Context: an optimization exercise on an open-source flow, tuned for small area, a short achievable clock period and few clock cycles per item. The choices shown serve that exercise and are no tape-out recipe. Function was checked by simulation only, so behaviour that the tests miss may differ from the original.

`flow/config.mk`:
```
export PLATFORM = sky130hd
export DESIGN_NAME = ctlaw_unit
export DESIGN_NICKNAME = ctlaw_unit
export VERILOG_FILES = /design/flow/design.v
export SDC_FILE = /design/flow/constraint.sdc
export NUM_CORES = 4
export LEC_CHECK = 0
export CAP_MARGIN = 20
export CORE_MARGIN = 2
export CORE_UTILIZATION = 40
export SLEW_MARGIN = 20
```
`flow/constraint.sdc`:
```
create_clock -name core_clock -period 28.0 [get_ports {clk}]
set_input_delay 5.6000 -clock core_clock [delete_from_list [all_inputs] [get_ports {clk}]]
set_output_delay 5.6000 -clock core_clock [all_outputs]
set_load 0.01 [all_outputs]
```
`flow/design.v`:
```
module ctlaw_unit (
    input  wire         clk,
    input  wire         rst,
    input  wire         in_valid,
    output wire         in_ready,
    input  wire [31:0]  in_k,
    input  wire [191:0] in_tgt,
    input  wire [191:0] in_pos,
    input  wire [191:0] in_vel,
    output wire         out_valid,
    input  wire         out_ready,
    output reg  [191:0] out_cmd,
    output reg  [5:0]   out_sat
);
    localparam S_IDLE = 2'd0;
    localparam S_CALC = 2'd1;
    localparam S_DONE = 2'd2;
    reg [1:0]   state;
    reg [31:0]  k_r;
    reg [191:0] tgt_r;
    reg [191:0] pos_r;
    reg [191:0] vel_r;
    wire [191:0] cmd_w;
    wire [5:0]   sat_w;
    genvar ch;
    generate
        for (ch = 0; ch < 6; ch = ch + 1) begin : g_ch
            wire signed [31:0] tgt = tgt_r[32*ch +: 32];
            wire signed [31:0] pos = pos_r[32*ch +: 32];
            wire signed [31:0] vel = vel_r[32*ch +: 32];
            wire signed [32:0] e   = tgt - pos;
            wire signed [64:0] p   = $signed(k_r) * e;
            wire        [64:0] p_mag = p[64] ? -p : p;
            wire        [48:0] r_mag = (p_mag + 65'd32768) >> 16;
            wire signed [49:0] r   = p[64] ? -$signed({1'b0, r_mag}) : $signed({1'b0, r_mag});
            wire signed [50:0] u   = r - vel;
            wire hi = (u > 51'sd2147483647);
            wire lo = (u < -51'sd2147483648);
            assign cmd_w[32*ch +: 32] = hi ? 32'h7FFFFFFF : lo ? 32'h80000000 : u[31:0];
            assign sat_w[ch]          = hi | lo;
        end
    endgenerate
    always @(posedge clk) begin
        if (rst) begin
            state <= S_IDLE;
        end else begin
            case (state)
                S_IDLE: if (in_valid) begin
                    k_r   <= in_k;
                    tgt_r <= in_tgt;
                    pos_r <= in_pos;
                    vel_r <= in_vel;
                    state <= S_CALC;
                end
                S_CALC: begin
                    out_cmd <= cmd_w;
                    out_sat <= sat_w;
                    state   <= S_DONE;
                end
                S_DONE: if (out_ready) begin
                    state <= S_IDLE;
                end
                default: state <= S_IDLE;
            endcase
        end
    end
    assign in_ready  = (state == S_IDLE);
    assign out_valid = (state == S_DONE);
endmodule
```
`flow/run.sh`:
```
#!/bin/bash
# synth_recipe.tcl (not shown) runs the flow's synth.tcl, then flattens the netlist and writes it again
# the make line also repeats each setting of config.mk as NAME=value (left out here)
make -C /OpenROAD-flow-scripts/flow DESIGN_CONFIG=/design/flow/config.mk WORK_HOME=/design/flow/orfs CLKGATE_MAP_FILE= SYNTH_SCRIPT=/design/flow/synth_recipe.tcl finish
```
==> run summary <==
The compound-cell area share of the yosys netlist was 0.08245. The region available for standard cell placement spans 0.7639 mm². The clock net in this run drives a total of 808 sinks.

The number of clock buffers inserted by TritonCTS came out at 107. The clock arrives with ~130 ps of skew. The share of synthesized area spent on multiplexers is 0.003765.

The setup slack after placement is between 3000 and 4000 ps. Dividing the final minimum period by the clock period gives 0.8803. The post-synthesis to final-layout area growth came out at 7.419%. The commonest cells after synthesis are sky130_fd_sc_hd__inv_1 (7406), sky130_fd_sc_hd__fa_1 (6684), sky130_fd_sc_hd__nand2_1 (3433), sky130_fd_sc_hd__and2_1 (3416), sky130_fd_sc_hd__ha_1 (1620). The final hold violation count was 0. The first-pass iteration count of the detailed router came out at 6.

In this run the vertical extent of the chip is a little under 900 µm. Headroom to the max-slew limit came out at 0.2049.

After synthesis, the largest family of logic cells by area is adder cells. The number of buffers on the longest clock path is 4. For the pin with the worst max-slew slack, the measured transition is 1193 ps. The warning count from the yosys run is 1. Along the worst path, the maximum fanout reaches 53. After detailed routing, the number of remaining DRC violations is 0. The worst endpoint data arrival time is 25330 ps. In the routed layout, each cell is associated on average with a via count of approximately 5.3. The post-synthesis sequential element count came out at 808. Pin placement for this block handled about 810 I/O pins. The number of antenna violations at the first check in global routing came to 85.

The shortest period the worst path allows came out at 24650 ps. The clock slew seen by the registers of the worst setup and hold paths is around 60 ps. Global routing finished with a remaining overflow of 0. The detail-routed net length per standard cell is 21.11 µm. The TritonCTS clock tree is built. The final antenna-violating net count came out at 0. Setup repair after global routing left no endpoint under its margin. In the post-synthesis netlist, the biggest area contributors are sky130_fd_sc_hd__fa_1 (44%), sky130_fd_sc_hd__inv_1 (9.1%), sky130_fd_sc_hd__edfxtp_1 (7.9%). The peak per-stage delay on the critical path is 960 ps.

The sequential fraction of the synthesis area is 0.07911. The type of the most critical hold path is flip-flop to flip-flop. The finished layout holds around 44000 standard cells, fillers aside. The cell area after synthesis is 0.3064 mm². The highest achievable clock rate came out at 0.04057 GHz. Entering global routing, the biggest net connects 107 pins. The wire length of the first global-routing pass is approximately 1500000 µm. Adding up every negative setup slack in the final design gives 0 ps. Once detailed placement completed, the half-perimeter wirelength came to 734800 µm. The global-route usage over all layers came out at 0.2422. After clock tree synthesis, the flow added hold-fix buffers numbering 0.

The unique cell type count in the Yosys netlist is 137. The overall die area is ~0.77 mm². The critical path is of the flip-flop to flip-flop type.

Once routing completed, OpenROAD measured the worst setup slack at 3350 ps. The share of synthesized area in the top cell type comes to 0.4367. The quantity of I/O buffers inserted on ports came out at 811. The run finished with no timing, DRC or antenna violations. The final setup violation count is 0. The required arrival time at the worst endpoint came out at 28680 ps. The most numerous cell type found on the critical path is sky130_fd_sc_hd__o21ai_0. The number of standard-cell rows in the floorplan came out at 321. Of the total synthesized cell area, the portion taken by AND, OR, NAND and NOR gates is 0.1772.

The post-CTS repair timing setup buffer count is 0. The global placer's final weighted congestion came out at 0.9043. For this run, asynchronously set or reset flops after synthesis account for 0.

The critical path capture point type is a flip-flop. Yosys instantiated no cell more often than sky130_fd_sc_hd__inv_1. The number of cells after detailed placement came out at 43801.

Summed over all instances, the cell type with the most area after synthesis is sky130_fd_sc_hd__fa_1. The number of H-tree levels came out at 3. The number of synthesized flops with an enable pin came out at 806. Of the total synthesized cell area, the portion taken by full adders, half adders and majority gates is 0.5028.

The setup check on the worst reg-to-reg path leaves a slack of 3350 ps. The total number of nets in the final design came out at between 40000 and 50000. Of the total synthesized cell area, the portion taken by XOR and XNOR cells is 0.04296. The count of max-cap constraint violations is 0.

The overall via count from detail_route is 232663. The die width is 879.3 µm. The number of instances in the synthesized netlist came out at around 34000. The tree is rooted in a sky130_fd_sc_hd__clkbuf_16.

The share of post-route cells with drive strength above 1 came out at 0.03312. The cell with the largest stage delay on the worst path is sky130_fd_sc_hd__a2111oi_2. The average footprint of a synthesized cell is about 9.0 µm².

The net count after synthesis came out at 42983. Summed over all layers, the routed wires come to a little over 900000 µm. The final count of pins violating max slew came out at 0. The worst-skew pair later-pin latency is roughly 990 ps. The starting density of the core came out at 0.4011.

The dominant synthesized flop cell is sky130_fd_sc_hd__edfxtp_1. The first-iteration detailed-routing DRC count came out at 14773. The kind of start point of the critical path is a flip-flop. The number of gates resized after CTS was 0. The via count of the first global-routing pass is approximately 250k.
[through the flow]
stage | instance area (µm²) | hold WS (ps) | util
after floorplan | 306500 | 521.8 | -
after global placement | 325700 | 545.3 | 0.4263
after detailed placement | 325700 | 570.9 | 0.4263
after CTS | 329100 | 583.5 | 0.4308
after global routing | 329100 | 612.1 | 0.4308
final | 329200 | 580.3 | 0.4309
[worst max-delay path, delay by kind of cell (launching register included)]
kind / cells / cell delay [ps]
adders and majority gates: 13 / 5890
xor gates and xnor gates: 3 / 740
and+or+nand+nor: 17 / 4380
DFF: 1 / 370
buffers and inverters: 8 / 2540
AOI/OAI and AO/OA: 34 / 9860
muxes: 2 / 610
[placed cells by master, fill, tap and decap left out, types with 343 or more instances in the layout]
cell type and count:
sky130_fd_sc_hd__nor3_1 388, sky130_fd_sc_hd__xor2_1 425, sky130_fd_sc_hd__fa_1 6684, sky130_fd_sc_hd__xnor2_1 948, sky130_fd_sc_hd__a21oi_1 881, sky130_fd_sc_hd__buf_4 416, sky130_fd_sc_hd__nor2b_1 343, sky130_fd_sc_hd__nand3_1 396
sky130_fd_sc_hd__o21ai_0 811, sky130_fd_sc_hd__edfxtp_1 806, sky130_fd_sc_hd__ha_1 1620, sky130_fd_sc_hd__clkdlybuf4s50_1 811, sky130_fd_sc_hd__inv_1 7406, sky130_fd_sc_hd__a21o_1 410, sky130_fd_sc_hd__nor2_1 1019, sky130_fd_sc_hd__and2_1 3416
sky130_fd_sc_hd__nand2_1 3432
[worst paths after layout]
check	startpoint	endpoint	depth (start not counted)
max reg2reg	pos_r[128]	out_cmd[141]	77
min	state[0]	state[0]	1
min reg2reg	state[0]	state[0]	1
max	pos_r[128]	out_cmd[141]	77
[flip-flops by register name (all words and copies together), names as in the netlist]
signal   cells
state        2
out_cmd    192
vel_r      192
tgt_r      192
out_sat      6
k_r         32
pos_r      192
[routing by layer]
layer  wire length, µm  vias up  GRT usage
met2            458200     7304     0.4235
met3             58050     1604    0.03433
met1            371800   120298     0.3052
met4             41310       40    0.08992
met5               263        -          0
li1                  -   103417          -
[area by class of cell]
class                           count  area [µm²]
Fill cell                       75046      434700
Multi-Input combinational cell  24163      249300
Inverter                         7409       27820
Sequential cell                   808       24240
Tap cell                        10174       12730
Timing Repair Buffer             1247       11640
Clock buffer                      125        2745
Clock inverter                     68       626.9
Antenna cell                       37       92.59
[logic make-up (layout without fill, tap and decap cells)]
| kind of cell | Yosys count | after routing |
|---|---|---|
| flops | 808 | 808 |
| other cells | 0 | 37 |
| compound gates | 3782 | 3782 |
| mux | 110 | 110 |
| fa+ha+maj | 8304 | 8304 |
| simple gates | 10477 | 10477 |
| buf+inv | 9096 | 8849 |
| xor+xnor | 1490 | 1490 |
Testbench counts, summed over its fixed seeds: cycles 4,800, items 1,600.

==> separate check: timing with driven ports <==
How much do the figures lean on ideal ports? The routed layout below was timed once more, with nothing changed but the port constraints.
Step 1, drivers: a clkbuf_16 drives clk and a buf_2 each remaining input, both assumed.
Step 2, shift: input delay + t, output delay - t, t = (earliest + latest rising clock arrival at the registers) / 2. This alone moves slack from input paths to output paths.
Three values: ideal ports, drivers, drivers and shift; two values: the first two.
shift t [ns]: 1.073
setup slack, ns: 3.350 / 3.350 / 3.350
hold slack, ns: 0.580 / 0.580 / 0.580
worst slew at a driven data input, ns: 0.27
After both steps this run still meets setup and hold. The setup slack of this run moves by 0.000 ns with the drivers and by 0.000 ns with both steps.
